From an optimization exercise on the open Yosys and OpenROAD flow, aimed at small area; shortcuts taken in it are not production practice. RTL that was checked went through simulation tests only; none was proved equivalent to the original. For runs 3 and 4, only the layout was checked, not whether the RTL still works. Power figures rest on the tool's default switching activity, not on a simulated workload.

--- design/flow/config.mk ---
export PLATFORM = sky130hd
export DESIGN_NAME = l1ado_core
export DESIGN_NICKNAME = l1ado_core
export VERILOG_FILES = /design/flow/design.v
export SDC_FILE = /design/flow/constraint.sdc
export NUM_CORES = 4
export LEC_CHECK = 0
export CAP_MARGIN = 20
export CORE_MARGIN = 2
export CORE_UTILIZATION = 50
export CTS_BUF_LIST = sky130_fd_sc_hd__clkbuf_4 sky130_fd_sc_hd__clkbuf_8
export CTS_CLUSTER_DIAMETER = 50
export CTS_CLUSTER_SIZE = 16
export PLACE_DENSITY = 0.6
export SETUP_SLACK_MARGIN = 0.3
export SLEW_MARGIN = 20
export SYNTH_HIERARCHICAL = 1
export SYNTH_MINIMUM_KEEP_SIZE = 0
export TNS_END_PERCENT = 100
--- design/flow/constraint.sdc ---
create_clock -name core_clock -period 10.0 [get_ports {clk}]
set_input_delay 2.0000 -clock core_clock [delete_from_list [all_inputs] [get_ports {clk}]]
set_output_delay 2.0000 -clock core_clock [all_outputs]
set_load 0.01 [all_outputs]
--- design/flow/design.v ---
module l1ado_oai22 (
    input  wire a1, a2, b1, b2,
    output wire y
);
    assign y = ~((a1 | a2) & (b1 | b2));
endmodule
module l1ado_aoi222 (
    input  wire a1, a2, b1, b2, c1, c2,
    output wire y
);
    assign y = ~((a1 & a2) | (b1 & b2) | (c1 & c2));
endmodule
module l1ado_core (
    input  wire        clk,
    input  wire        rst,         
    input  wire        ld_we,
    input  wire [7:0]  ld_addr,
    input  wire [7:0]  ld_data,
    input  wire [7:0]  mem_raddr,
    output wire [7:0]  mem_rdata,
    input  wire        start,
    input  wire [7:0]  start_pc,
    input  wire        cap_en,
    input  wire [15:0] cap,
    output reg         busy,
    output reg         done,
    output reg  [1:0]  reason,      
    output wire [7:0]  pc,
    output wire [7:0]  acc,
    output wire [15:0] icount,
    output wire        in_req,
    input  wire        in_valid,
    input  wire [7:0]  in_data,
    output wire        out_valid,
    output wire [7:0]  out_data
);
    localparam [2:0] S_FETCH = 3'd0, S_OPER = 3'd1, S_MEM1 = 3'd2,
                     S_MEM2 = 3'd3, S_POST = 3'd4;
    reg [2047:0] mem;               
    reg        ph;                  
    reg [7:0]  pc_r, a_r, ad_r, op_r;
    reg [2:0]  st;
    reg [15:0] cnt_r, cap_r;
    reg        cap_en_r;
    genvar gi, gb;
    wire [7:0] raddr = !busy ? mem_raddr :
                       (st == S_FETCH || st == S_OPER) ? pc_r : ad_r;
    wire [15:0] r_hi, r_lo;
    wire [257:0] rsel;
    generate
        for (gi = 0; gi < 16; gi = gi + 1) begin : g_rdec
            assign r_hi[gi] = (raddr[7:4] == gi);
            assign r_lo[gi] = (raddr[3:0] == gi);
        end
        for (gi = 0; gi < 256; gi = gi + 1) begin : g_rsel
            assign rsel[gi] = r_hi[gi / 16] & r_lo[gi % 16];
        end
    endgenerate
    assign rsel[257:256] = 2'b00;
    wire [2063:0] mem_x = {16'd0, mem};    
    wire [7:0] rd;
    generate
        for (gb = 0; gb < 8; gb = gb + 1) begin : g_rbit
            wire [85:0] t;
            for (gi = 0; gi < 86; gi = gi + 1) begin : g_grp
                l1ado_aoi222 u_sel (
                    .a1(rsel[3*gi]),     .a2(mem_x[8*(3*gi) + gb]),
                    .b1(rsel[3*gi + 1]), .b2(mem_x[8*(3*gi + 1) + gb]),
                    .c1(rsel[3*gi + 2]), .c2(mem_x[8*(3*gi + 2) + gb]),
                    .y(t[gi]));
            end
            assign rd[gb] = ~(&t) ^ ph;
        end
    endgenerate
    wire valid_op =
        (rd == 8'h00) || (rd == 8'h10) || (rd == 8'h11) || (rd == 8'h12) ||
        (rd == 8'h20) || (rd == 8'h21) || (rd == 8'h22) ||
        (rd == 8'h40) || (rd == 8'h41) || (rd == 8'h48) || (rd == 8'h49) ||
        (rd == 8'h60) || (rd == 8'h61) || (rd == 8'h62) ||
        (rd == 8'hC0) || (rd == 8'hC1) || (rd == 8'hC8) || (rd == 8'hC9) ||
        (rd == 8'hE0) || (rd == 8'hE1) || (rd == 8'hE2);
    wire is_mem  = op_r[6];           
    wire is_ind  = op_r[7];           
    wire is_jmp  = op_r[4];           
    wire is_alu  = op_r[5];           
    wire is_st   = op_r[3];           
    wire is_io   = op_r[0];           
    reg [7:0] alu_y;
    always @(*) begin
        case (op_r[1:0])
            2'd0:    alu_y = a_r + rd;
            2'd1:    alu_y = a_r - rd;
            default: alu_y = ~(a_r & rd);
        endcase
    end
    wire take = (op_r[1:0] == 2'd0) ? 1'b1 :
                (op_r[1:0] == 2'd1) ? a_r[7] : (a_r == 8'd0);
    wire final_mem = (st == S_MEM2) || (st == S_MEM1 && !is_ind);
    wire in_wait   = final_mem && is_st && is_io;
    wire wr_core   = final_mem && is_st && (!is_io || in_valid);
    wire [7:0] pc_inc = pc_r + 8'd1;
    wire       we    = busy ? wr_core : ld_we;
    wire [7:0] waddr = busy ? ad_r : ld_addr;
    wire [7:0] wdata = !busy ? ld_data : (is_io ? in_data : a_r);
    wire [7:0] wx = wdata ^ {8{ph}};
    always @(posedge clk)
        ph <= ~ph;
    wire [15:0] w_hi, w_lo;
    generate
        for (gi = 0; gi < 16; gi = gi + 1) begin : g_wdec
            assign w_hi[gi] = we && (waddr[7:4] == gi);
            assign w_lo[gi] = (waddr[3:0] == gi);
        end
        for (gi = 0; gi < 256; gi = gi + 1) begin : g_word
            wire sel = w_hi[gi / 16] & w_lo[gi % 16];
            for (gb = 0; gb < 8; gb = gb + 1) begin : g_bit
                wire d;
                l1ado_oai22 u_bit (
                    .a1(mem[8*gi + gb]), .a2(sel),
                    .b1(~sel),           .b2(wx[gb]),
                    .y(d));
                always @(posedge clk)
                    mem[8*gi + gb] <= d;
            end
        end
    endgenerate
    always @(posedge clk) begin
        if (rst) begin
            busy <= 1'b0;
            done <= 1'b0;
        end else if (!busy) begin
            if (start) begin
                busy     <= 1'b1;
                done     <= 1'b0;
                st       <= S_FETCH;
                cnt_r    <= 16'd0;
                cap_r    <= cap;
                cap_en_r <= cap_en;
                pc_r     <= start_pc;
                a_r      <= 8'd0;
            end
        end else begin
            case (st)
                S_FETCH: begin
                    if (cap_en_r && cnt_r == cap_r) begin
                        busy   <= 1'b0;
                        done   <= 1'b1;
                        reason <= 2'd2;
                    end else begin
                        pc_r <= pc_inc;
                        op_r <= rd;
                        if (!valid_op) begin
                            busy   <= 1'b0;
                            done   <= 1'b1;
                            reason <= 2'd3;
                        end else begin
                            st <= S_OPER;
                        end
                    end
                end
                S_OPER: begin
                    ad_r <= rd;
                    if (is_mem) begin
                        pc_r <= pc_inc;
                        st   <= S_MEM1;
                    end else begin
                        if (is_jmp && take)
                            pc_r <= rd;
                        else
                            pc_r <= pc_inc;
                        if (is_alu)
                            a_r <= alu_y;
                        else if (!is_jmp)
                            a_r <= rd;
                        st <= S_POST;
                    end
                end
                S_MEM1, S_MEM2: begin
                    if (!final_mem) begin
                        ad_r <= rd;
                        st   <= S_MEM2;
                    end else if (!in_wait || in_valid) begin
                        if (!is_st) begin
                            if (is_alu)
                                a_r <= alu_y;
                            else if (!is_io)
                                a_r <= rd;
                        end
                        st <= S_POST;
                    end
                end
                default: begin  
                    cnt_r <= cnt_r + 16'd1;
                    st    <= S_FETCH;
                    if (pc_r == 8'd0) begin
                        busy   <= 1'b0;
                        done   <= 1'b1;
                        reason <= 2'd1;
                    end
                end
            endcase
        end
    end
    assign mem_rdata = rd;
    assign pc        = pc_r;
    assign acc       = a_r;
    assign icount    = cnt_r;
    assign in_req    = busy && in_wait;
    assign out_valid = busy && final_mem && !is_st && !is_alu && is_io;
    assign out_data  = rd;
endmodule
--- design/flow/run.sh ---
#!/bin/bash
# synth_recipe.tcl (not shown) runs the flow's synth.tcl, then flattens the netlist and writes it again
# the make line also repeats each setting of config.mk as NAME=value (left out here)
make -C /OpenROAD-flow-scripts/flow DESIGN_CONFIG=/design/flow/config.mk WORK_HOME=/design/flow/orfs CLKGATE_MAP_FILE= SYNTH_SCRIPT=/design/flow/synth_recipe.tcl finish
==> results.py, run 1 <==
metrics = {
    "outcome": {
        "outcome": "finished clean",
    },
    "power_and_ir_drop": {
        "pwr-share-seq": 0.572,
        "power.share.switching": 0.278,
        "internal-power_mw": 12.6,
        "power_per_cell_area_mw_per_mm2": 218,
        "vdd.ir_drop.worst_mv": 0.139,
        "power.share.clock": 0.314,
        "comb_power_share": 0.114,
        "fin_total_pwr_mw": 17.4,
        "p_switching_mw": 4.84,
        "p_leak_nw": 29.6,
    },
    "cts": {
        "clkLatencyLatePin_ns": 0.96,
        "clock-sinks": 2120,
        "cts.htree.levels": 4,
        "cts_max_path_buffers": 3,
        "tritoncts": "yes",
        "count_of_buffers_added_by_post_cts_timing_repair_for_setup": 0,
        "cts.clk_slew.worst_paths_ns": 0.09,
        "numCtsBuffers": 179,
        "clock_tree.root_cell": "sky130_fd_sc_hd__clkbuf_8",
        "ctsHoldBuffers": 0,
    },
    "global_routing": {
        "grt_pass1_wl_mm": 391,
        "vias_in_the_first_global_route": 58500,
        "grt_antenna_before_repair": 12,
        "globalRouteTotalUtil": 0.353,
        "grt-ovfl-total": 0,
        "grt_max_degree": 166,
    },
    "die": {
        "die_area_mm2": 0.144,
        "floorplan.die.width_um": 380,
        "io_pins": 116,
        "placement_rows": 137,
        "initial_utilization": 0.505,
        "die_height_um": 380,
        "core_region_area_mm2": 0.140,
    },
    "timing": {
        "setup_viol": 0,
        "timing.final.ws_setup_ns": 0.273,
        "post-route-period-util": 0.973,
        "fmax_mhz": 103,
        "max-slew-margin-rel": 0.0954,
        "worst_slew_pin_slew_ns": 1.36,
        "finalHoldViolations": 0,
        "finalSetupTns_ns": 0,
        "grt_setup_unrepaired": "false",
        "minimum_period_implied_by_the_final_worst_setup_slack_ns": 9.73,
        "final-max-slew-violation-count": 0,
        "final.hold.worst_slack_ns": 0.448,
        "skew_ns": 0.0502,
    },
    "critical_path": {
        "worst_path_largest_cell_delay_ns": 0.68,
        "worst-path-buf-inv": 4,
        "required_ns": 8.00,
        "critical_path_arrival_ns": 7.73,
        "critical_path.top_delay_family": "simple AND/OR/NAND/NOR gates",
        "path_max_fanout": 8,
        "end_kind": "primary output",
        "path_class": "input pin to primary output",
        "regToRegSetupSlack_ns": 1.44,
        "worstSetupStartpointType": "input pin",
        "cpMaxStageDelayCell": "sky130_fd_sc_hd__clkdlybuf4s50_1",
        "critical_path.cell_chain": "clkdlybuf4s50_1, nor2_1, a21oi_1, nor2b_1, nand2_1, buf_4, nor2_1, a222oi_1, nand4_1, nor4_4, buf_4, nand4_1, nor4_2, xnor2_1, clkdlybuf4s50_1",
    },
    "layout": {
        "synthesis_to_finish_area_growth_pct": 13.1,
        "stdcell_area_mm2": 0.0798,
        "seqCellArea_mm2": 0.0431,
        "final_layout_size_suffix_gt1_frac": 0.0825,
        "mostFrequentLayoutCells": "sky130_fd_sc_hd__o22ai_1 (2050), sky130_fd_sc_hd__dfxtp_1 (2050), sky130_fd_sc_hd__a222oi_1 (688), sky130_fd_sc_hd__nand2_1 (327), sky130_fd_sc_hd__nor2_1 (312)",
        "filler_cell_count": 12000,
        "number_of_standard_cells_in_the_final_layout_excluding_fillers": 8854,
        "final_core_utilization": 0.571,
        "fin_nets": 6932,
        "multiInputGateArea_mm2": 0.0264,
    },
    "synth": {
        "synthesis.area_per_instance_um2": 11.0,
        "seq_area_frac_synth": 0.611,
        "post_synth_num_cell_types": 65,
        "synth.yosys.warnings": 7,
        "synth_cells": 6424,
        "ys_async_sr_fraction": 0,
        "ys_dominant_reg_cell": "sky130_fd_sc_hd__dfxtp_1",
        "synth-edff-count": 69,
        "mappedNetlistArea_mm2": 0.0705,
        "ys_ff_latch": 2120,
    },
    "placed_design": {
        "placedInstanceArea_mm2": 0.0758,
        "dp_hpwl_mm": 175,
        "post-place-ws_ns": -0.189,
        "dpl.cell_count": 8550,
        "routabilityCongestion": 0.950,
        "port_buffers": 115,
    },
    "detailed_routing": {
        "routed-via-count": 63300,
        "drt_drc_violations_left": 0,
        "via_density": 7.15,
        "drt-pass1-iter-count": 11,
        "drt_wl_total_mm": 268,
        "final_antenna_net_count": 0,
        "post_drt_wl_per_cell_um": 30.3,
        "detail_route.iter0.violations": 9853,
    },
    "job": {
        "timing.max_cap.violations": 0,
    },
    "min_path": {
        "kind_of_path_behind_the_tightest_hold_check": "register to register",
    },
}
==> power groups by stage <==
stage / Clock (mW) / Sequential (mW) / Combinational (mW)
after floorplan: 0 / 9.97 / 1.21
after global placement: 0 / 10.1 / 1.89
after detailed placement: 0 / 10.1 / 1.94
after CTS: 5.53 / 9.95 / 1.94
after global routing: 5.85 / 10.1 / 2.07
final: 5.47 / 9.97 / 1.99
==> modules after synthesis, one instance, submodules excluded <==
module	cells inside	copies in the design	cell area [um^2]	flops+latches
l1ado_oai22	1	2048	6.26	0
l1ado_aoi222	1	688	10.0	0
l1ado_core	3688	1	50800	2120
==> path summary, 6_finish.rpt <==
| path | from | cells past startpoint | end |
|---|---|---|---|
| worst max-delay path | mem_raddr[1] | 15 | mem_rdata[1] |
| worst min-delay path | mem[1499] | 1 | mem[1499] |
| worst max register to register | st[1] | 27 | a_r[7] |
| worst min register to register | mem[1499] | 1 | mem[1499] |
==> synth_stat cells (4+ instances only) <==
library cell	n	area share
sky130_fd_sc_hd__xnor2_1	55	0.0068
sky130_fd_sc_hd__nor2_1	335	0.018
sky130_fd_sc_hd__clkbuf_1	81	0.0043
sky130_fd_sc_hd__or4_1	7	0.00075
sky130_fd_sc_hd__dfxtp_1	2051	0.58
sky130_fd_sc_hd__o221ai_1	4	0.00050
sky130_fd_sc_hd__nand4_1	181	0.016
sky130_fd_sc_hd__and3_1	6	0.00053
sky130_fd_sc_hd__o211ai_1	4	0.00043
sky130_fd_sc_hd__nor4_1	37	0.0033
sky130_fd_sc_hd__inv_1	260	0.014
sky130_fd_sc_hd__xor2_1	7	0.00087
sky130_fd_sc_hd__a21o_1	4	0.00043
sky130_fd_sc_hd__a21oi_1	32	0.0023
sky130_fd_sc_hd__mux2i_1	17	0.0024
sky130_fd_sc_hd__inv_2	16	0.00085
sky130_fd_sc_hd__ha_1	14	0.0025
sky130_fd_sc_hd__edfxtp_1	69	0.029
sky130_fd_sc_hd__and2_1	25	0.0022
sky130_fd_sc_hd__buf_4	8	0.00085
sky130_fd_sc_hd__a222oi_1	688	0.098
sky130_fd_sc_hd__o21ai_0	19	0.0013
sky130_fd_sc_hd__o21ai_1	5	0.00035
sky130_fd_sc_hd__o22ai_1	2050	0.18
sky130_fd_sc_hd__a31oi_1	4	0.00035
sky130_fd_sc_hd__nor2b_1	19	0.0017
sky130_fd_sc_hd__nand3_1	17	0.0012
sky130_fd_sc_hd__nand2b_1	12	0.0011
sky130_fd_sc_hd__mux2_2	6	0.00096
sky130_fd_sc_hd__nand2_1	334	0.018
==> metal layers <==
metal	wire, um	global-route usage	part of all wire	vias to the layer above
li1	-	-	-	27900
met1	110000	0.482	0.41	31200
met2	117000	0.528	0.44	3606
met3	26800	0.0748	0.10	663
met4	14800	0.182	0.055	0
met5	0	0	0	-
==> logic make-up (layout without fill, tap and decap cells) <==
kind of cell / after synthesis / after routing / synth area share
fa+ha+maj: 15 / 15 / 0.00277
buf+inv: 372 / 887 / 0.0207
xor+xnor: 64 / 64 / 0.00816
mux: 23 / 23 / 0.00337
other cells: 1 / 40 / 0.0000532
flops: 2120 / 2120 / 0.611
compound gates: 2834 / 2834 / 0.288
simple gates: 995 / 995 / 0.0652
==> final cells by class <==
cell class              instances  share of cell area
clock buffers                 204              0.0345
well taps                    1876              0.0294
repair buffers                314              0.0361
diodes                          8            0.000251
flip-flops and latches       2120               0.541
clock inverters                92              0.0150
multi-input cells            3963               0.331
inverters                     277              0.0130
==> what timing repair did <==
action	4_1_cts	5_1_grt
resized for setup	6	6
pin swaps	0	2
setup endpoints to repair	6	4
==> flip-flops by register name (all words and copies together) (netlist names) <==
register	count
reason	2
cap_en_r	1
st	3
busy	1
cnt_r	16
ph	1
op_r	7
a_r	8
done	1
cap_r	16
pc_r	8
ad_r	8
mem	2048
==> inputs of run 2 (changes only) <==
--- a/design/flow/design.v
+++ b/design/flow/design.v
@@ -47,5 +47,5 @@
                        (st == S_FETCH || st == S_OPER) ? pc_r : ad_r;
     wire [15:0] r_hi, r_lo;
-    wire [257:0] rsel;
+    wire [255:0] rsel;
     generate
         for (gi = 0; gi < 16; gi = gi + 1) begin : g_rdec
@@ -57,17 +57,16 @@
         end
     endgenerate
-    assign rsel[257:256] = 2'b00;
-    wire [2063:0] mem_x = {16'd0, mem};    
     wire [7:0] rd;
     generate
         for (gb = 0; gb < 8; gb = gb + 1) begin : g_rbit
             wire [85:0] t;
-            for (gi = 0; gi < 86; gi = gi + 1) begin : g_grp
+            for (gi = 0; gi < 85; gi = gi + 1) begin : g_grp
                 l1ado_aoi222 u_sel (
-                    .a1(rsel[3*gi]),     .a2(mem_x[8*(3*gi) + gb]),
-                    .b1(rsel[3*gi + 1]), .b2(mem_x[8*(3*gi + 1) + gb]),
-                    .c1(rsel[3*gi + 2]), .c2(mem_x[8*(3*gi + 2) + gb]),
+                    .a1(rsel[3*gi]),     .a2(mem[8*(3*gi) + gb]),
+                    .b1(rsel[3*gi + 1]), .b2(mem[8*(3*gi + 1) + gb]),
+                    .c1(rsel[3*gi + 2]), .c2(mem[8*(3*gi + 2) + gb]),
                     .y(t[gi]));
             end
+            assign t[85] = ~(rsel[255] & mem[8*255 + gb]);
             assign rd[gb] = ~(&t) ^ ph;
         end
==> design/flow/flow/run.sh (new file) <==
#!/bin/bash
# Layout flow: the standard flow (standard.sh) with three changes:
#  - clock tree synthesis without dummy loads, with small clock buffers
#    and sink clusters sized for them;
#  - port buffers of the smallest buffer cell instead of the default
#    delay cell.
# Every tool's output goes to flow.log in the work folder (ORFS also keeps
# its per-step logs under orfs/logs/).
set -euo pipefail
export CTS_ARGS="-sink_clustering_enable -repair_clock_nets -dont_use_dummy_load -sink_clustering_size 16 -sink_clustering_max_diameter 50 -buf_list {sky130_fd_sc_hd__clkbuf_4 sky130_fd_sc_hd__clkbuf_8}"
export BUFFER_PORTS_ARGS="-buffer_cell sky130_fd_sc_hd__buf_2"
bash standard.sh > flow.log 2>&1
==> design/flow/standard.sh (new file) <==
#!/bin/bash
# synth_recipe.tcl (not shown) runs the flow's synth.tcl, then flattens the netlist and writes it again
# the make line also repeats each setting of config.mk as NAME=value (left out here)
make -C /OpenROAD-flow-scripts/flow DESIGN_CONFIG=/design/flow/config.mk WORK_HOME=/design/flow/orfs CLKGATE_MAP_FILE= SYNTH_SCRIPT=/design/flow/synth_recipe.tcl "${@:-finish}"
==> design/flow/config.mk (replaced) <==
export PLATFORM = sky130hd
export DESIGN_NAME = l1ado_core
export DESIGN_NICKNAME = l1ado_core
export VERILOG_FILES = /design/flow/design.v
export SDC_FILE = /design/flow/constraint.sdc
export NUM_CORES = 4
export LEC_CHECK = 0
export CAP_MARGIN = 0
export CORE_MARGIN = 2
export CORE_UTILIZATION = 50
export PLACE_DENSITY = 0.6
export SETUP_SLACK_MARGIN = 0.3
export SLEW_MARGIN = 0
export SYNTH_HIERARCHICAL = 1
export SYNTH_MINIMUM_KEEP_SIZE = 0
export TNS_END_PERCENT = 100
removed: design/flow/run.sh
==> results.py, run 2 <==
metrics = {
    "outcome": {
        "outcome": "finished clean",
    },
    "layout": {
        "largest_registers": "mem x2048, cap_r x16, cnt_r x16",
        "seqCellArea_mm2": 0.0431,
        "fin_nets": 6832,
        "final_common_cell": "sky130_fd_sc_hd__dfxtp_1",
        "mostFrequentLayoutCells": "sky130_fd_sc_hd__dfxtp_1 (2050), sky130_fd_sc_hd__o22ai_1 (2049), sky130_fd_sc_hd__a222oi_1 (680), sky130_fd_sc_hd__nor2_1 (330), sky130_fd_sc_hd__nand2_1 (324)",
        "number_of_standard_cells_in_the_final_layout_excluding_fillers": 8639,
        "filler_cell_count": 12400,
        "largest_register_ff_count": 2048,
        "largest-register": "mem",
        "synthesis_to_finish_area_growth_pct": 9.01,
        "multiInputGateArea_mm2": 0.0263,
        "final_layout_size_suffix_gt1_frac": 0.0724,
    },
    "detailed_routing": {
        "m1WireLength_mm": 113,
        "met3WireLength_mm": 29.4,
        "post_drt_wl_per_cell_um": 30.6,
        "via_density": 7.29,
        "final_antenna_net_count": 0,
        "drt-pass1-iter-count": 10,
        "top_layer": "met5",
        "detail_route.iter0.violations": 10400,
        "routed-via-count": 63000,
        "drt_wl_total_mm": 264,
        "dr_wl_met2_mm": 110,
        "drt_drc_violations_left": 0,
    },
    "synth": {
        "synth_fa_ha_area_frac": 0.00259,
        "synth-edff-count": 69,
        "post-synth-top-count-cell": "sky130_fd_sc_hd__dfxtp_1",
        "synth.yosys.warnings": 7,
        "synth_common_cells": "sky130_fd_sc_hd__dfxtp_1 (2051), sky130_fd_sc_hd__o22ai_1 (2049), sky130_fd_sc_hd__a222oi_1 (680)",
        "post_synth_num_cell_types": 59,
        "netlist.area_leader.share": 0.582,
        "mappedNetlistArea_mm2": 0.0706,
        "synth_xor_area_frac": 0.00881,
        "synth_compound_gate_area_share": 0.290,
        "seq_area_frac_synth": 0.611,
        "synth_simple_gate_area_frac": 0.0651,
        "ys_dominant_reg_cell": "sky130_fd_sc_hd__dfxtp_1",
        "synthesis.area_per_instance_um2": 11.0,
        "synth_cells": 6440,
        "ys_ff_latch": 2120,
        "top_cell_type_by_total_area_after_synthesis": "sky130_fd_sc_hd__dfxtp_1",
        "netlist_top_cells_area": "sky130_fd_sc_hd__dfxtp_1 (58%), sky130_fd_sc_hd__o22ai_1 (18%), sky130_fd_sc_hd__a222oi_1 (9.6%), sky130_fd_sc_hd__edfxtp_1 (2.9%), sky130_fd_sc_hd__nor2_1 (1.9%)",
        "synth_top_family_by_area": "compound AO/OA/AOI/OAI gates",
        "ys_async_sr_fraction": 0,
        "fraction_of_synthesized_area_in_multiplexers": 0.00223,
    },
    "timing": {
        "skew_ns": 0.111,
        "worst_slew_pin_slew_ns": 1.33,
        "post-route-period-util": 0.951,
        "final-max-slew-violation-count": 0,
        "fmax_mhz": 105,
        "final.hold.worst_slack_ns": 0.442,
        "finalHoldViolations": 0,
        "finalSetupTns_ns": 0,
        "grt_setup_unrepaired": "false",
        "minimum_period_implied_by_the_final_worst_setup_slack_ns": 9.51,
        "setup_viol": 0,
        "max-slew-margin-rel": 0.110,
    },
    "cts": {
        "tritoncts": "yes",
        "numCtsBuffers": 178,
        "post_cts_resized": 0,
        "clkLatencyLatePin_ns": 0.97,
        "clock_tree.root_cell": "sky130_fd_sc_hd__clkbuf_8",
        "cts.htree.levels": 4,
        "clock-sinks": 2120,
        "count_of_buffers_added_by_post_cts_timing_repair_for_setup": 0,
        "ctsHoldBuffers": 0,
        "cts_max_path_buffers": 3,
        "cts.clk_slew.worst_paths_ns": 0.10,
    },
    "critical_path": {
        "cpMaxStageDelayCell": "sky130_fd_sc_hd__a222oi_1",
        "critical_path.top_delay_family": "simple AND/OR/NAND/NOR gates",
        "worstSetupStartpointType": "register",
        "critical_path_arrival_ns": 7.51,
        "worst-path-buf-inv": 3,
        "regToRegSetupSlack_ns": 1.22,
        "path_class": "register to primary output",
        "required_ns": 8.00,
        "critical_path.cell_chain": "or3b_2, a31oi_1, nor2_1, nand2_1, nor2_1, a222oi_1, nand4_1, nor4_1, nand4_1, a311oi_1, buf_4, xnor2_2, inv_1, buf_2",
        "worst_path_largest_cell_delay_ns": 0.94,
        "end_kind": "primary output",
        "path_max_fanout": 27,
    },
    "global_routing": {
        "globalRouteTotalUtil": 0.350,
        "grt_pass1_wl_mm": 388,
        "grt_max_degree": 154,
        "grt_antenna_before_repair": 25,
        "vias_in_the_first_global_route": 57300,
        "grt-ovfl-total": 0,
    },
    "placed_design": {
        "dp_hpwl_mm": 171,
        "routabilityCongestion": 0.931,
        "dpl.cell_count": 8452,
        "port_buffers": 115,
    },
    "die": {
        "die_area_mm2": 0.144,
        "placement_rows": 137,
        "die_height_um": 380,
        "initial_utilization": 0.505,
        "floorplan.die.width_um": 380,
        "io_pins": 116,
        "core_region_area_mm2": 0.140,
    },
    "power_and_ir_drop": {
        "fin_total_pwr_mw": 16.6,
        "p_leak_nw": 28.5,
        "power_per_cell_area_mw_per_mm2": 216,
        "vdd.ir_drop.worst_mv": 0.244,
    },
    "job": {
        "timing.max_cap.violations": 0,
    },
    "min_path": {
        "kind_of_path_behind_the_tightest_hold_check": "register to register",
    },
}
-- run 2: metrics by stage --
step / setup WS, ns / area [um^2] / util
after global placement: 0.448 / 74500 / 0.532
after floorplan: 1.56 / 70700 / -
after CTS: 0.343 / 76900 / 0.550
after detailed placement: 0.462 / 74500 / 0.532
final: 0.489 / 77000 / 0.550
after global routing: 0.453 / 77000 / 0.550
-- run 2: final timing paths --
check / startpoint / end / cells past startpoint
worst max register to register: st[1] / a_r[7] / 24
worst min register to register: mem[1069] / mem[1069] / 1
worst max-delay path: st[1] / out_data[2] / 14
worst min-delay path: mem[1069] / mem[1069] / 1
-- run 2: layer usage --
layer,global-route usage,up-vias
met4,0.141,20
li1,-,27600
met3,0.0727,573
met1,0.513,30900
met5,0,-
met2,0.499,3936
-- run 2: layout make-up --
class                      instances  share of cell area
inverter                         275              0.0134
timing repair buffer             236              0.0212
sequential                      2120               0.560
antenna                            9            0.000293
tap                             1876              0.0305
clock buffer                     178              0.0318
multi-input combinational       3945               0.342
-- run 2: cell families (layout without fill, tap and decap cells) --
group / after synthesis / count (layout)
adder cells (fa/ha/maj): 14 / 14
multiplexers: 15 / 15
flip-flops: 2120 / 2120
AO/OA/AOI/OAI: 2850 / 2850
XOR/XNOR: 65 / 65
AND/OR/NAND/NOR: 1001 / 1001
other: 0 / 9
buffers and inverters: 375 / 689
-- run 2: Yosys stat by module, one instance, submodules excluded --
module        flip-flops and latches  area (um^2)
l1ado_oai22                        0         6.26
l1ado_core                      2120        51000
l1ado_aoi222                       0         10.0
-- run 2: power by group --
group | switching (mW) | internal [mW] | leakage, nW
clock | 2.71 | 1.59 | 1.28
sequential | 0.600 | 9.49 | 19.0
combinational | 1.44 | 0.810 | 8.24
total | 4.75 | 11.9 | 28.5
==> inputs of run 3 (changes only) <==
--- a/design/flow/design.v
+++ b/design/flow/design.v
@@ -35,10 +35,10 @@
     output wire [7:0]  out_data
 );
-    localparam [2:0] S_FETCH = 3'd0, S_OPER = 3'd1, S_MEM1 = 3'd2,
-                     S_MEM2 = 3'd3, S_POST = 3'd4;
+    localparam [1:0] S_FETCH = 2'd0, S_OPER = 2'd1, S_MEM1 = 2'd2,
+                     S_MEM2 = 2'd3;
     reg [2047:0] mem;               
     reg        ph;                  
     reg [7:0]  pc_r, a_r, ad_r, op_r;
-    reg [2:0]  st;
+    reg [1:0]  st;
     reg [15:0] cnt_r, cap_r;
     reg        cap_en_r;
@@ -98,5 +98,14 @@
     wire in_wait   = final_mem && is_st && is_io;
     wire wr_core   = final_mem && is_st && (!is_io || in_valid);
+    wire fetch   = (st == S_FETCH);
+    wire oper    = (st == S_OPER);
+    wire capped  = cap_en_r && (cnt_r == cap_r);
+    wire fin_imm = oper && !is_mem;
+    wire fin     = fin_imm || (final_mem && !(in_wait && !in_valid));
     wire [7:0] pc_inc = pc_r + 8'd1;
+    wire [7:0] pc_d   = (fin_imm && is_jmp && take) ? rd : pc_inc;
+    wire [7:0] pc_end = fin_imm ? pc_d : pc_r;      
+    wire       halt   = (pc_end == 8'd0);
+    wire       a_we   = fin && !is_st && !is_jmp && (is_alu || !is_io);
     wire       we    = busy ? wr_core : ld_we;
     wire [7:0] waddr = busy ? ad_r : ld_addr;
@@ -105,17 +114,25 @@
     always @(posedge clk)
         ph <= ~ph;
-    wire [15:0] w_hi, w_lo;
+    wire [63:0] w_grp;
+    wire [3:0]  w_pos;
+    wire [31:0] w_x;                  
     generate
-        for (gi = 0; gi < 16; gi = gi + 1) begin : g_wdec
-            assign w_hi[gi] = we && (waddr[7:4] == gi);
-            assign w_lo[gi] = (waddr[3:0] == gi);
+        for (gi = 0; gi < 64; gi = gi + 1) begin : g_wgrp
+            assign w_grp[gi] = we && (waddr[7:2] == gi);
+        end
+        for (gi = 0; gi < 4; gi = gi + 1) begin : g_wpos
+            assign w_pos[gi] = (waddr[1:0] == gi);
+            for (gb = 0; gb < 8; gb = gb + 1) begin : g_x
+                assign w_x[8*gi + gb] = ~w_pos[gi] | wx[gb];
+            end
         end
         for (gi = 0; gi < 256; gi = gi + 1) begin : g_word
-            wire sel = w_hi[gi / 16] & w_lo[gi % 16];
+            wire sel  = w_grp[gi / 4] & w_pos[gi % 4];
+            wire keep = ~w_grp[gi / 4];
             for (gb = 0; gb < 8; gb = gb + 1) begin : g_bit
                 wire d;
                 l1ado_oai22 u_bit (
                     .a1(mem[8*gi + gb]), .a2(sel),
-                    .b1(~sel),           .b2(wx[gb]),
+                    .b1(keep),           .b2(w_x[8*(gi % 4) + gb]),
                     .y(d));
                 always @(posedge clk)
@@ -140,63 +157,38 @@
             end
         end else begin
-            case (st)
-                S_FETCH: begin
-                    if (cap_en_r && cnt_r == cap_r) begin
-                        busy   <= 1'b0;
-                        done   <= 1'b1;
-                        reason <= 2'd2;
-                    end else begin
-                        pc_r <= pc_inc;
-                        op_r <= rd;
-                        if (!valid_op) begin
-                            busy   <= 1'b0;
-                            done   <= 1'b1;
-                            reason <= 2'd3;
-                        end else begin
-                            st <= S_OPER;
-                        end
-                    end
+            if ((fetch && !capped) || oper)
+                pc_r <= pc_d;
+            if (fetch)
+                op_r <= rd;
+            if (oper || (st == S_MEM1 && is_ind))
+                ad_r <= rd;
+            if (a_we)
+                a_r <= is_alu ? alu_y : rd;
+            if (fin)
+                cnt_r <= cnt_r + 16'd1;
+            if (fetch) begin
+                if (capped) begin
+                    busy   <= 1'b0;
+                    done   <= 1'b1;
+                    reason <= 2'd2;
+                end else if (!valid_op) begin
+                    busy   <= 1'b0;
+                    done   <= 1'b1;
+                    reason <= 2'd3;
+                end else begin
+                    st <= S_OPER;
                 end
-                S_OPER: begin
-                    ad_r <= rd;
-                    if (is_mem) begin
-                        pc_r <= pc_inc;
-                        st   <= S_MEM1;
-                    end else begin
-                        if (is_jmp && take)
-                            pc_r <= rd;
-                        else
-                            pc_r <= pc_inc;
-                        if (is_alu)
-                            a_r <= alu_y;
-                        else if (!is_jmp)
-                            a_r <= rd;
-                        st <= S_POST;
-                    end
+            end else if (fin) begin
+                if (halt) begin
+                    busy   <= 1'b0;
+                    done   <= 1'b1;
+                    reason <= 2'd1;
                 end
-                S_MEM1, S_MEM2: begin
-                    if (!final_mem) begin
-                        ad_r <= rd;
-                        st   <= S_MEM2;
-                    end else if (!in_wait || in_valid) begin
-                        if (!is_st) begin
-                            if (is_alu)
-                                a_r <= alu_y;
-                            else if (!is_io)
-                                a_r <= rd;
-                        end
-                        st <= S_POST;
-                    end
-                end
-                default: begin  
-                    cnt_r <= cnt_r + 16'd1;
-                    st    <= S_FETCH;
-                    if (pc_r == 8'd0) begin
-                        busy   <= 1'b0;
-                        done   <= 1'b1;
-                        reason <= 2'd1;
-                    end
-                end
-            endcase
+                st <= S_FETCH;
+            end else if (oper) begin
+                st <= S_MEM1;
+            end else begin
+                st <= S_MEM2;     
+            end
         end
     end
==> design/flow/flow/run.sh (replaced) <==
#!/bin/bash
# Layout flow: the standard flow (standard.sh) with two changes:
#  - clock tree synthesis without dummy loads, with clkbuf_8 clock buffers
#    and sink clusters sized for them;
#  - port buffers of a small buffer cell (buf_2) instead of the default
#    delay cell.
# Every tool's output goes to flow.log in the work folder (ORFS also keeps
# its per-step logs under orfs/logs/).
set -euo pipefail
export CTS_ARGS="-sink_clustering_enable -repair_clock_nets -dont_use_dummy_load -sink_clustering_size 16 -sink_clustering_max_diameter 50 -buf_list {sky130_fd_sc_hd__clkbuf_8}"
export BUFFER_PORTS_ARGS="-buffer_cell sky130_fd_sc_hd__buf_2"
bash standard.sh > flow.log 2>&1
==> results.py, run 3 <==
metrics = {
    "critical_path": {
        "cpMaxStageDelayCell": "sky130_fd_sc_hd__nor4_1",
        "worst_setup_path_startpoint": "mem_raddr[3]",
        "critical_path.reg2reg.startpoint": "st[1]",
        "worstSetupStartpointType": "input pin",
        "worst_path_largest_cell_delay_ns": 1.02,
        "critical_path.cell_chain": "buf_2, nor2_1, a21o_1, nor2_1, nand2_1, buf_4, nor2_1, a222oi_1, nand4_1, nor4_1, nand4_1, a311oi_1, xnor2_2, inv_1, buf_2",
        "required_ns": 8.00,
        "timing.critical_path.to": "out_data[4]",
        "regToRegSetupSlack_ns": 0.88,
        "critPathMostFrequentCell": "sky130_fd_sc_hd__nor2_1",
        "crit_cells": 15,
        "worst-r2r-cell-count": 27,
        "crit-reg2reg-capture": "a_r[7]",
        "worst-path-buf-inv": 4,
        "end_kind": "primary output",
        "path_class": "input pin to primary output",
        "path_max_fanout": 12,
        "critical_path_arrival_ns": 8.06,
        "critical_path.top_delay_family": "simple AND/OR/NAND/NOR gates",
    },
    "detailed_routing": {
        "drt_wl_total_mm": 322,
        "via_density": 7.86,
        "drt-pass1-iter-count": 13,
        "post_drt_wl_per_cell_um": 37.7,
        "final_antenna_net_count": 0,
        "detail_route.iter0.violations": 12900,
        "routed-via-count": 67200,
        "drt_drc_violations_left": 0,
    },
    "synth": {
        "synthesis.area_per_instance_um2": 11.2,
        "synth.yosys.warnings": 7,
        "post_synth_num_cell_types": 59,
        "ys_dominant_reg_cell": "sky130_fd_sc_hd__dfxtp_1",
        "top_cell_type_by_total_area_after_synthesis": "sky130_fd_sc_hd__dfxtp_1",
        "post-synth-top-count-cell": "sky130_fd_sc_hd__dfxtp_1",
        "synth_cells": 6249,
        "mappedNetlistArea_mm2": 0.0698,
        "ys_ff_latch": 2119,
        "ys_async_sr_fraction": 0,
        "netlist.area_leader.share": 0.589,
        "synth-edff-count": 68,
        "seq_area_frac_synth": 0.618,
        "synth_common_cells": "sky130_fd_sc_hd__dfxtp_1 (2051), sky130_fd_sc_hd__o22ai_1 (2050), sky130_fd_sc_hd__a222oi_1 (680)",
        "netlist_top_cells_area": "sky130_fd_sc_hd__dfxtp_1 (59%), sky130_fd_sc_hd__o22ai_1 (18%), sky130_fd_sc_hd__a222oi_1 (9.8%), sky130_fd_sc_hd__nor2_1 (3.3%), sky130_fd_sc_hd__edfxtp_1 (2.9%)",
    },
    "timing": {
        "max-slew-margin-rel": 0.0989,
        "grt_setup_unrepaired": "false",
        "final-max-slew-violation-count": 0,
        "post-route-period-util": 1.01,
        "finalHoldViolations": 0,
        "timing.final.ws_setup_ns": -0.0559,
        "minimum_period_implied_by_the_final_worst_setup_slack_ns": 10.06,
        "fmax_mhz": 99.4,
        "worst_slew_pin_slew_ns": 1.35,
        "skew_ns": 0.0884,
        "finalSetupTns_ns": -0.111,
        "setup_viol": 2,
    },
    "min_path": {
        "kind_of_path_behind_the_tightest_hold_check": "register to register",
    },
    "power_and_ir_drop": {
        "fin_total_pwr_mw": 15.6,
        "pwr-share-seq": 0.613,
        "p_switching_mw": 4.33,
        "comb_power_share": 0.108,
        "p_leak_nw": 26.6,
        "internal-power_mw": 11.3,
        "power_per_cell_area_mw_per_mm2": 203,
        "power.share.clock": 0.279,
        "vdd.ir_drop.worst_mv": 0.134,
        "power.share.switching": 0.278,
    },
    "placed_design": {
        "routabilityCongestion": 1.04,
        "post-place-ws_ns": 0.289,
        "dp_hpwl_mm": 193,
        "dpl.cell_count": 8348,
        "port_buffers": 115,
    },
    "layout": {
        "largest_registers": "mem x2048, cap_r x16, cnt_r x16",
        "final_layout_size_suffix_gt1_frac": 0.0871,
        "mostFrequentLayoutCells": "sky130_fd_sc_hd__o22ai_1 (2050), sky130_fd_sc_hd__dfxtp_1 (2050), sky130_fd_sc_hd__a222oi_1 (680), sky130_fd_sc_hd__nor2_1 (597), sky130_fd_sc_hd__buf_4 (204)",
        "fin_nets": 6729,
        "number_of_standard_cells_in_the_final_layout_excluding_fillers": 8549,
        "largest-register": "mem",
        "final_core_utilization": 0.552,
        "largest_register_ff_count": 2048,
        "synthesis_to_finish_area_growth_pct": 9.92,
    },
    "global_routing": {
        "grt.busiest_layer": "met2",
        "grt_max_degree": 51,
        "globalRouteTotalUtil": 0.434,
        "met3_usage": 0.136,
        "grt_pass1_wl_mm": 449,
        "vias_in_the_first_global_route": 60500,
        "global_routing_met2_resource_utilization": 0.610,
        "grtUsageMet1": 0.568,
        "grt-ovfl-total": 0,
        "grt_antenna_before_repair": 33,
    },
    "die": {
        "die_area_mm2": 0.143,
        "initial_utilization": 0.502,
        "die_height_um": 378,
        "core_region_area_mm2": 0.139,
        "placement_rows": 137,
        "floorplan.die.width_um": 378,
        "io_pins": 116,
    },
    "cts": {
        "tritoncts": "yes",
        "count_of_buffers_added_by_post_cts_timing_repair_for_setup": 0,
        "numCtsBuffers": 179,
        "cts.htree.levels": 4,
        "clock_tree.root_cell": "sky130_fd_sc_hd__clkbuf_8",
        "clkLatencyLatePin_ns": 1.00,
        "clock-sinks": 2119,
        "cts_max_path_buffers": 3,
        "cts.clk_slew.worst_paths_ns": 0.06,
    },
    "outcome": {
        "check_failures": "setup timing",
        "outcome": "failed layout checks",
    },
    "job": {
        "timing.max_cap.violations": 0,
    },
}
==> run 3: changes by cell type after synthesis, sizes merged, moves of 10 or more <==
cell and change:
nor2b -11, buf +10, clkbuf -13, inv -252
nand2b -11, a21oi +19, nor2 +255, o21ai -13
and2 -16, nand2 -162
==> run 3: worst min path at each step <==
stage              start  slack, ns  cells past startpoint         to
2_1_floorplan     mem[0]       0.42                      1     mem[0]
3_3_place_gp   mem[1609]       0.43                      1  mem[1609]
3_5_place_dp   mem[1302]       0.44                      1  mem[1302]
6_report       mem[1980]       0.44                      1  mem[1980]
4_1_cts        mem[1980]       0.44                      1  mem[1980]
5_1_grt        mem[1892]       0.45                      1  mem[1892]
==> run 3: power by group through the flow <==
| stage | Clock [mW] | Sequential (mW) | Combinational, mW |
|---|---|---|---|
| after floorplan | 0 | 9.62 | 0.862 |
| after global placement | 0 | 9.73 | 1.56 |
| after detailed placement | 0 | 9.73 | 1.59 |
| after CTS | 4.35 | 9.54 | 1.59 |
| after global routing | 4.65 | 9.62 | 1.69 |
| final | 4.35 | 9.56 | 1.69 |
==> run 3: what timing repair did <==
| item | 4_1_cts | 5_1_grt |
|---|---|---|
| resized for setup | 0 | 2 |
| setup endpoints to repair | 0 | 2 |
| hold buffers | 0 | 0 |
==> run 3: modules after synthesis, one instance, submodules excluded <==
module,cells,area (um^2),flops+latches,copies in the design
l1ado_core,3521,50100,2119,1
l1ado_oai22,1,6.26,0,2048
l1ado_aoi222,1,10.0,0,680
==> run 3: kinds of logic (layout without fill, tap and decap cells) <==
| kind of cell | count (synthesis) | count (layout) | synth area share |
|---|---|---|---|
| fa+ha+maj | 14 | 14 | 0.00262 |
| simple gates | 1061 | 1061 | 0.0677 |
| compound gates | 2851 | 2851 | 0.293 |
| buf+inv | 119 | 521 | 0.00714 |
| mux | 26 | 26 | 0.00387 |
| flops | 2119 | 2119 | 0.618 |
| xor+xnor | 59 | 59 | 0.00805 |
| other cells | 0 | 22 | 0 |
==> run 3: metal layers <==
metal | wire length, um | share of wire | vias up
met5 | 473 | 0.0015 | -
met4 | 26300 | 0.082 | 32
met3 | 45100 | 0.14 | 1383
met2 | 131000 | 0.41 | 5417
met1 | 119000 | 0.37 | 32900
li1 | - | - | 27500
==> run 3: per-stage QoR <==
| stage | area, um^2 | hold WS (ns) |
|---|---|---|
| 2_1_floorplan | 69800 | 0.421 |
| 3_3_place_gp | 74100 | 0.428 |
| 3_5_place_dp | 74200 | 0.436 |
| 4_1_cts | 76600 | 0.444 |
| 5_1_grt | 76600 | 0.453 |
| 6_report | 76700 | 0.444 |
==> run 3: area by class of cell <==
type / instances / area [um^2]
Multi-Input combinational cell: 4011 / 26500
Sequential cell: 2119 / 43100
Fill cell: 12300 / 62300
Inverter: 22 / 82.6
Antenna cell: 22 / 55.1
Tap cell: 1876 / 2350
Timing Repair Buffer: 320 / 2130
Clock buffer: 179 / 2460
==> run 3: worst reg2reg max path, stage by stage (launching register included) <==
cell                       delay [ns]
sky130_fd_sc_hd__edfxtp_1        0.75
sky130_fd_sc_hd__mux2i_1         0.65
sky130_fd_sc_hd__a21o_1          0.29
sky130_fd_sc_hd__nor2_1          0.12
sky130_fd_sc_hd__nand2_1         0.47
sky130_fd_sc_hd__buf_4           0.33
sky130_fd_sc_hd__nor2_1          0.16
sky130_fd_sc_hd__a222oi_1        0.79
sky130_fd_sc_hd__nand4_1         0.23
sky130_fd_sc_hd__nor4_1          1.03
sky130_fd_sc_hd__nand4_1         0.44
sky130_fd_sc_hd__a311oi_1        0.56
sky130_fd_sc_hd__xnor2_1         0.35
sky130_fd_sc_hd__inv_1           0.31
sky130_fd_sc_hd__ha_1            0.35
sky130_fd_sc_hd__nand2_1         0.05
sky130_fd_sc_hd__o21ai_0         0.15
sky130_fd_sc_hd__ha_1            0.30
sky130_fd_sc_hd__nor2b_1         0.12
sky130_fd_sc_hd__o21ai_0         0.21
sky130_fd_sc_hd__a21boi_0        0.16
sky130_fd_sc_hd__o21a_1          0.19
sky130_fd_sc_hd__nor2_1          0.17
sky130_fd_sc_hd__o21bai_1        0.09
sky130_fd_sc_hd__a21oi_1         0.18
sky130_fd_sc_hd__xnor2_1         0.16
sky130_fd_sc_hd__xnor2_1         0.10
sky130_fd_sc_hd__a311oi_1        0.26
==> inputs of run 4 (changes only) <==
--- a/design/flow/config.mk
+++ b/design/flow/config.mk
@@ -10,5 +10,5 @@
 export CORE_UTILIZATION = 50
 export PLACE_DENSITY = 0.6
-export SETUP_SLACK_MARGIN = 0.3
+export SETUP_SLACK_MARGIN = 0.6
 export SLEW_MARGIN = 0
 export SYNTH_HIERARCHICAL = 1
==> results.py, run 4 <==
metrics = {
    "synth": {
        "post_synth_num_cell_types": 59,
        "ys_async_sr_fraction": 0,
        "seq_area_frac_synth": 0.618,
        "mappedNetlistArea_mm2": 0.0698,
        "synth-edff-count": 68,
        "synth.yosys.warnings": 7,
        "ys_ff_latch": 2119,
        "ys_dominant_reg_cell": "sky130_fd_sc_hd__dfxtp_1",
        "synthesis.area_per_instance_um2": 11.2,
        "netlist.area_leader.share": 0.589,
        "synth_common_cells": "sky130_fd_sc_hd__dfxtp_1 (2051), sky130_fd_sc_hd__o22ai_1 (2050), sky130_fd_sc_hd__a222oi_1 (680)",
        "netlist_top_cells_area": "sky130_fd_sc_hd__dfxtp_1 (59%), sky130_fd_sc_hd__o22ai_1 (18%), sky130_fd_sc_hd__a222oi_1 (9.8%), sky130_fd_sc_hd__nor2_1 (3.3%), sky130_fd_sc_hd__edfxtp_1 (2.9%)",
        "synth_cells": 6249,
        "post-synth-top-count-cell": "sky130_fd_sc_hd__dfxtp_1",
        "top_cell_type_by_total_area_after_synthesis": "sky130_fd_sc_hd__dfxtp_1",
    },
    "timing": {
        "finalSetupTns_ns": 0,
        "fmax_mhz": 103,
        "skew_ns": 0.0875,
        "setup_viol": 0,
        "final.hold.worst_slack_ns": 0.444,
        "max-slew-margin-rel": 0.0962,
        "worst_slew_pin_slew_ns": 1.35,
        "finalHoldViolations": 0,
        "minimum_period_implied_by_the_final_worst_setup_slack_ns": 9.74,
        "post-route-period-util": 0.974,
        "grt_setup_unrepaired": "false",
        "final-max-slew-violation-count": 0,
    },
    "die": {
        "placement_rows": 137,
        "core_region_area_mm2": 0.139,
        "floorplan.die.width_um": 378,
        "die_height_um": 378,
        "initial_utilization": 0.502,
        "die_area_mm2": 0.143,
        "io_pins": 116,
    },
    "detailed_routing": {
        "detail_route.iter0.violations": 13000,
        "post_drt_wl_per_cell_um": 37.7,
        "final_antenna_net_count": 0,
        "via_density": 7.87,
        "drt-pass1-iter-count": 12,
        "drt_drc_violations_left": 0,
        "drt_wl_total_mm": 322,
        "routed-via-count": 67300,
    },
    "job": {
        "timing.max_cap.violations": 0,
    },
    "placed_design": {
        "dp_hpwl_mm": 193,
        "routabilityCongestion": 1.04,
        "port_buffers": 115,
    },
    "layout": {
        "final_layout_size_suffix_gt1_frac": 0.0877,
        "largest-register": "mem",
        "mostFrequentLayoutCells": "sky130_fd_sc_hd__o22ai_1 (2050), sky130_fd_sc_hd__dfxtp_1 (2050), sky130_fd_sc_hd__a222oi_1 (680), sky130_fd_sc_hd__nor2_1 (597), sky130_fd_sc_hd__buf_4 (204)",
        "largest_register_ff_count": 2048,
        "fin_nets": 6729,
        "synthesis_to_finish_area_growth_pct": 9.95,
        "largest_registers": "mem x2048, cap_r x16, cnt_r x16",
    },
    "power_and_ir_drop": {
        "p_leak_nw": 26.6,
        "vdd.ir_drop.worst_mv": 0.134,
        "power_per_cell_area_mw_per_mm2": 203,
    },
    "outcome": {
        "outcome": "finished clean",
    },
    "global_routing": {
        "globalRouteTotalUtil": 0.434,
        "grt-ovfl-total": 0,
        "grt_antenna_before_repair": 35,
        "grt_pass1_wl_mm": 449,
        "grt_max_degree": 51,
        "vias_in_the_first_global_route": 60500,
    },
    "min_path": {
        "hold_start": "mem[1551]",
        "kind_of_path_behind_the_tightest_hold_check": "register to register",
    },
    "critical_path": {
        "worstSetupStartpointType": "input pin",
        "required_ns": 8.00,
        "critical_path.reg2reg.startpoint": "st[1]",
        "worst_setup_path_startpoint": "mem_raddr[3]",
        "end_kind": "primary output",
        "critical_path_arrival_ns": 7.74,
        "path_max_fanout": 12,
        "path_class": "input pin to primary output",
    },
    "cts": {
        "cts.clk_slew.worst_paths_ns": 0.05,
        "tritoncts": "yes",
        "cts_max_path_buffers": 3,
        "clock_tree.root_cell": "sky130_fd_sc_hd__clkbuf_8",
        "clock-sinks": 2119,
        "clkLatencyLatePin_ns": 0.97,
        "numCtsBuffers": 179,
        "count_of_buffers_added_by_post_cts_timing_repair_for_setup": 0,
        "cts.htree.levels": 4,
    },
}
run 4: cell counts after synthesis:
No cell type changed its count.
run 4: path summary, 6_finish.rpt:
path                       end  slack [ns]  cells past startpoint
setup / recovery  mem_rdata[2]        0.26                     15
hold reg to reg      mem[1551]        0.44                      1
setup reg to reg        a_r[7]        1.26                     27
hold / removal       mem[1551]        0.44                      1
run 4: modules after synthesis, one instance, submodules excluded:
module        flip-flops and latches  cells inside  copies in the design  area (um^2)
l1ado_aoi222                       0             1                   680         10.0
l1ado_core                      2119          3521                     1        50100
l1ado_oai22                        0             1                  2048         6.26
run 4: logic make-up after synthesis:
family / synth area share
XOR/XNOR: 0.00805
flip-flops: 0.618
buffers and inverters: 0.00714
adder cells (fa/ha/maj): 0.00262
AO/OA/AOI/OAI: 0.293
AND/OR/NAND/NOR: 0.0677
multiplexers: 0.00387
run 4: area by class of cell:
class                   count  area [um^2]
fillers                 12300        62300
flip-flops and latches   2119        43100
multi-input cells        4011        26500
clock buffers             179         2460
well taps                1876         2350
repair buffers            320         2130
inverters                  22         82.6
diodes                     20         50.0
run 4: through the flow:
step,worst slack (ns),instances,power [mW],util,area [um^2]
after floorplan,3.08,6249,10.5,-,69800
after CTS,0.602,8527,15.5,0.551,76600
after global routing,0.641,8531,16.0,0.552,76700
after global placement,0.209,8348,11.3,0.533,74100
final,0.258,8547,15.6,0.552,76700
after detailed placement,0.289,8348,11.3,0.533,74200
run 4: metal layers:
layer,vias up,GRT usage,wire length [um]
met4,36,0.289,25500
met5,-,0.00240,297
met2,5373,0.614,132000
met1,33100,0.570,119000
met3,1354,0.132,45100
li1,27400,-,-
run 4: what timing repair did:
action	in CTS	in global routing
hold buffers	0	0
endpoints found under the setup margin	2	4
gates resized for setup	2	5
pin swaps	1	1
gates cloned	0	0
run 4: critical path: stages:
cell                       delay (ns)
sky130_fd_sc_hd__buf_2           0.13
sky130_fd_sc_hd__nor2_1          0.17
sky130_fd_sc_hd__a21o_1          0.21
sky130_fd_sc_hd__nor2_1          0.12
sky130_fd_sc_hd__nand2_1         0.47
sky130_fd_sc_hd__buf_4           0.57
sky130_fd_sc_hd__nor2_1          0.29
sky130_fd_sc_hd__a222oi_1        1.06
sky130_fd_sc_hd__nand4_1         0.23
sky130_fd_sc_hd__nor4_1          0.71
sky130_fd_sc_hd__nand4_1         0.51
sky130_fd_sc_hd__a311oi_1        0.58
sky130_fd_sc_hd__xnor2_2         0.25
sky130_fd_sc_hd__inv_1           0.21
sky130_fd_sc_hd__buf_2           0.19
run 4: report_power, final:
part           total (mW)  switching (mW)  internal, mW
clock                4.35            2.75          1.59
sequential           9.56           0.393          9.17
combinational        1.69            1.19         0.509
total                15.6            4.33          11.3
==> inputs of run 5 (changes only) <==
--- a/design/flow/design.v
+++ b/design/flow/design.v
@@ -10,4 +10,28 @@
 );
     assign y = ~((a1 & a2) | (b1 & b2) | (c1 & c2));
+endmodule
+module l1ado_nand4 (
+    input  wire a, b, c, d,
+    output wire y
+);
+    assign y = ~(a & b & c & d);
+endmodule
+module l1ado_nand3 (
+    input  wire a, b, c,
+    output wire y
+);
+    assign y = ~(a & b & c);
+endmodule
+module l1ado_nor2 (
+    input  wire a, b,
+    output wire y
+);
+    assign y = ~(a | b);
+endmodule
+module l1ado_nor3 (
+    input  wire a, b, c,
+    output wire y
+);
+    assign y = ~(a | b | c);
 endmodule
 module l1ado_core (
@@ -69,5 +93,21 @@
             end
             assign t[85] = ~(rsel[255] & mem[8*255 + gb]);
-            assign rd[gb] = ~(&t) ^ ph;
+            wire [21:0] u;            
+            wire [10:0] v;            
+            wire [2:0]  w;            
+            wire        z;            
+            for (gi = 0; gi < 21; gi = gi + 1) begin : g_l1
+                l1ado_nand4 u_l1 (.a(t[4*gi]), .b(t[4*gi + 1]), .c(t[4*gi + 2]),
+                                  .d(t[4*gi + 3]), .y(u[gi]));
+            end
+            assign u[21] = ~(t[84] & t[85]);
+            for (gi = 0; gi < 11; gi = gi + 1) begin : g_l2
+                l1ado_nor2 u_l2 (.a(u[2*gi]), .b(u[2*gi + 1]), .y(v[gi]));
+            end
+            l1ado_nand4 u_l3a (.a(v[0]), .b(v[1]), .c(v[2]), .d(v[3]), .y(w[0]));
+            l1ado_nand4 u_l3b (.a(v[4]), .b(v[5]), .c(v[6]), .d(v[7]), .y(w[1]));
+            l1ado_nand3 u_l3c (.a(v[8]), .b(v[9]), .c(v[10]), .y(w[2]));
+            l1ado_nor3  u_l4  (.a(w[0]), .b(w[1]), .c(w[2]), .y(z));
+            assign rd[gb] = ~(z ^ ph);
         end
     endgenerate
--- a/design/flow/config.mk
+++ b/design/flow/config.mk
@@ -10,5 +10,5 @@
 export CORE_UTILIZATION = 50
 export PLACE_DENSITY = 0.6
-export SETUP_SLACK_MARGIN = 0.6
+export SETUP_SLACK_MARGIN = 0.3
 export SLEW_MARGIN = 0
 export SYNTH_HIERARCHICAL = 1
==> results.py, run 5 <==
metrics = {
    "outcome": {
        "outcome": "finished clean",
    },
    "layout": {
        "stdcell_area_mm2": 0.0764,
        "final_layout_size_suffix_gt1_frac": 0.0709,
        "multiInputGateArea_mm2": 0.0271,
        "largest_registers": "mem x2048, cap_r x16, cnt_r x16",
        "largest-register": "mem",
        "synthesis_to_finish_area_growth_pct": 8.32,
        "filler_cell_count": 12400,
        "largest_register_ff_count": 2048,
        "mostFrequentLayoutCells": "sky130_fd_sc_hd__o22ai_1 (2050), sky130_fd_sc_hd__dfxtp_1 (2050), sky130_fd_sc_hd__a222oi_1 (680), sky130_fd_sc_hd__nor2_1 (659), sky130_fd_sc_hd__nand4_1 (192)",
        "seqCellArea_mm2": 0.0431,
        "fin_nets": 6767,
    },
    "placed_design": {
        "port_buffers": 115,
        "routabilityCongestion": 0.982,
        "placedInstanceArea_mm2": 0.0739,
        "dp_hpwl_mm": 197,
    },
    "critical_path": {
        "crit_cells": 14,
        "critical_path.cell_chain": "buf_2, nor2_1, a21oi_1, and2b_1, nand2_2, nor2_1, a222oi_1, nand4_1, nor2_1, nand4_1, nor3_2, nand2b_1, and2_0, buf_2",
        "timing.critical_path.to": "out_data[2]",
        "critical_path_arrival_ns": 7.35,
        "critical_path.reg2reg.startpoint": "busy",
        "regToRegSetupSlack_ns": 1.98,
        "worst-path-buf-inv": 2,
        "worst-r2r-cell-count": 23,
        "worstSetupStartpointType": "input pin",
        "cpMaxStageDelayCell": "sky130_fd_sc_hd__nand2_2",
        "end_kind": "primary output",
        "path_max_fanout": 13,
        "critical_path.top_delay_family": "simple AND/OR/NAND/NOR gates",
        "worst_path_largest_cell_delay_ns": 0.88,
        "critPathMostFrequentCell": "sky130_fd_sc_hd__nor2_1",
        "required_ns": 8.00,
        "crit-reg2reg-capture": "a_r[6]",
        "worst_setup_path_startpoint": "mem_raddr[2]",
        "path_class": "input pin to primary output",
    },
    "synth": {
        "synth_common_cells": "sky130_fd_sc_hd__dfxtp_1 (2051), sky130_fd_sc_hd__o22ai_1 (2050), sky130_fd_sc_hd__a222oi_1 (680)",
        "ys_ff_latch": 2119,
        "ys_async_sr_fraction": 0,
        "ys_dominant_reg_cell": "sky130_fd_sc_hd__dfxtp_1",
        "seq_area_frac_synth": 0.611,
        "post_synth_num_cell_types": 73,
        "post-synth-top-count-cell": "sky130_fd_sc_hd__dfxtp_1",
        "netlist.area_leader.share": 0.582,
        "synth.yosys.warnings": 7,
        "synth-edff-count": 68,
        "synth_cells": 6415,
        "top_cell_type_by_total_area_after_synthesis": "sky130_fd_sc_hd__dfxtp_1",
        "netlist_top_cells_area": "sky130_fd_sc_hd__dfxtp_1 (58%), sky130_fd_sc_hd__o22ai_1 (18%), sky130_fd_sc_hd__a222oi_1 (9.7%), sky130_fd_sc_hd__nor2_1 (3.5%), sky130_fd_sc_hd__edfxtp_1 (2.9%)",
        "mappedNetlistArea_mm2": 0.0705,
        "synthesis.area_per_instance_um2": 11.0,
    },
    "cts": {
        "numCtsBuffers": 179,
        "tritoncts": "yes",
        "clkLatencyLatePin_ns": 0.95,
        "cts.htree.levels": 4,
        "clock-sinks": 2119,
        "count_of_buffers_added_by_post_cts_timing_repair_for_setup": 0,
        "cts.clk_slew.worst_paths_ns": 0.06,
        "post_cts_resized": 0,
        "ctsHoldBuffers": 0,
        "clock_tree.root_cell": "sky130_fd_sc_hd__clkbuf_8",
        "cts_max_path_buffers": 3,
    },
    "timing": {
        "final-max-slew-violation-count": 0,
        "setup_viol": 0,
        "finalHoldViolations": 0,
        "skew_ns": 0.0686,
        "post-route-period-util": 0.935,
        "minimum_period_implied_by_the_final_worst_setup_slack_ns": 9.35,
        "finalSetupTns_ns": 0,
        "worst_slew_pin_slew_ns": 1.40,
        "grt_setup_unrepaired": "false",
        "fmax_mhz": 107,
        "final.hold.worst_slack_ns": 0.446,
        "max-slew-margin-rel": 0.0643,
    },
    "die": {
        "placement_rows": 137,
        "core_region_area_mm2": 0.140,
        "die_area_mm2": 0.144,
        "initial_utilization": 0.505,
        "die_height_um": 380,
        "io_pins": 116,
        "floorplan.die.width_um": 380,
    },
    "detailed_routing": {
        "final_antenna_net_count": 0,
        "detail_route.iter0.violations": 13000,
        "via_density": 7.82,
        "routed-via-count": 67100,
        "post_drt_wl_per_cell_um": 38.1,
        "drt_drc_violations_left": 0,
        "drt_wl_total_mm": 327,
        "drt-pass1-iter-count": 14,
    },
    "power_and_ir_drop": {
        "vdd.ir_drop.worst_mv": 0.133,
        "power_per_cell_area_mw_per_mm2": 217,
        "p_leak_nw": 26.1,
    },
    "job": {
        "timing.max_cap.violations": 0,
    },
    "min_path": {
        "hold_path_depth": 1,
        "hold_start": "mem[1764]",
        "kind_of_path_behind_the_tightest_hold_check": "register to register",
    },
    "global_routing": {
        "grt_pass1_wl_mm": 455,
        "grt_max_degree": 65,
        "globalRouteTotalUtil": 0.431,
        "vias_in_the_first_global_route": 61600,
        "grt_antenna_before_repair": 18,
        "grt-ovfl-total": 0,
    },
}
## run 5: changes by cell type in the layout (fill, tap and decap cells not counted), moves of 7 or more
| cell | delta |
|---|---|
| sky130_fd_sc_hd__buf_4 | -118 |
| sky130_fd_sc_hd__nor2_1 | +62 |
| sky130_fd_sc_hd__nand2_1 | +47 |
| sky130_fd_sc_hd__nor4_1 | -37 |
| sky130_fd_sc_hd__nand4_1 | +19 |
| sky130_fd_sc_hd__o21ai_0 | +18 |
| sky130_fd_sc_hd__nand2_2 | +17 |
| sky130_fd_sc_hd__inv_1 | +13 |
| sky130_fd_sc_hd__nor3_2 | +9 |
| sky130_fd_sc_hd__and2_1 | +8 |
| sky130_fd_sc_hd__and4_1 | -7 |
## run 5: per-stage QoR
step	util	cells	power (mW)	setup WS (ns)
2_1_floorplan	-	6415	11.1	3.45
3_3_place_gp	0.529	8387	12.2	1.01
3_5_place_dp	0.529	8387	12.3	1.06
4_1_cts	0.546	8566	16.4	1.02
5_1_grt	0.546	8572	17.0	0.790
6_report	0.547	8583	16.6	0.646
## run 5: modules after synthesis (local to each module, per instance)
module        flip-flops and latches  cell area [um^2]  times used  cells
l1ado_core                      2119             49300           1   3399
l1ado_nor2                         0              3.75          88      1
l1ado_nor3                         0              10.0           8      1
l1ado_nand4                        0              6.26         184      1
l1ado_nand3                        0              5.00           8      1
l1ado_aoi222                       0              10.0         680      1
l1ado_oai22                        0              6.26        2048      1
## run 5: how the worst min path moves through the flow
stage / to / slack [ns]
after floorplan: mem[0] / 0.42
after global placement: mem[1974] / 0.43
after detailed placement: mem[408] / 0.44
after CTS: mem[1031] / 0.45
after global routing: mem[269] / 0.45
final: mem[1764] / 0.45
## run 5: cells by family after synthesis
| family | Yosys count | share of synthesized area |
|---|---|---|
| AO/OA/AOI/OAI | 2851 | 0.289 |
| XOR/XNOR | 54 | 0.00671 |
| adder cells (fa/ha/maj) | 13 | 0.00241 |
| buffers and inverters | 140 | 0.00969 |
| flip-flops | 2119 | 0.611 |
| multiplexers | 24 | 0.00348 |
| AND/OR/NAND/NOR | 1214 | 0.0773 |
## run 5: where the power goes
group | switching (mW) | internal, mW | leakage, nW
combinational | 1.62 | 0.704 | 5.54
sequential | 0.533 | 9.37 | 19.3
clock | 2.76 | 1.59 | 1.29
total | 4.91 | 11.7 | 26.1
## run 5: cell type report
class	count	share of cell area
sequential	2119	0.564
multi-input combinational	4156	0.354
clock buffer	179	0.0323
tap	1876	0.0307
timing repair buffer	201	0.0160
inverter	35	0.00172
antenna	17	0.000557
## run 5: routing by layer
layer,track usage,part of all wire
met1,0.556,0.37
met4,0.309,0.084
met2,0.601,0.40
met3,0.145,0.14
met5,0.00562,0.00070

==> static timing again, ports no longer ideal <==
In the flow no input, the clock included, has a driving cell. The finished layouts below were timed again as built, in two steps. Step 1 sets driving cells, clkbuf_16 on the clock port and buf_2 on the other inputs (assumed; they add their load-dependent delay and slew). Step 2 times the ports against the registers' clock, not the clock port: input delays grow and output delays shrink by t, the midpoint of the rising clock arrivals with the driver on. Three values: ideal ports, drivers, drivers and shift; two values: the first two.
| run | t, ns | setup WS [ns] | worst hold slack (ns) | worst setup path at the end | clock arrival spread, ns |
|---|---|---|---|---|---|
| run 1 | 1.015 | 0.273 / 0.233 / 0.223 | 0.448 / 0.448 / 0.448 | input to register | 0.055 / 0.055 |
| run 2 | 0.986 | 0.489 / 0.406 / 0.332 | 0.442 / 0.442 / 0.442 | input to register | 0.127 / 0.127 |
| run 3 | 1.018 | -0.056 / -0.081 / -0.161 | 0.444 / 0.444 / 0.444 | input to register | 0.115 / 0.115 |
| run 4 | 0.999 | 0.258 / 0.233 / 0.204 | 0.444 / 0.444 / 0.444 | input to register | 0.116 / 0.116 |
| run 5 | 0.990 | 0.646 / 0.620 / 0.620 | 0.446 / 0.446 / 0.446 | input to output | 0.083 / 0.083 |
For run 2, which loses most, drivers alone change the setup slack by -0.083 ns; drivers and shift together by -0.157 ns.
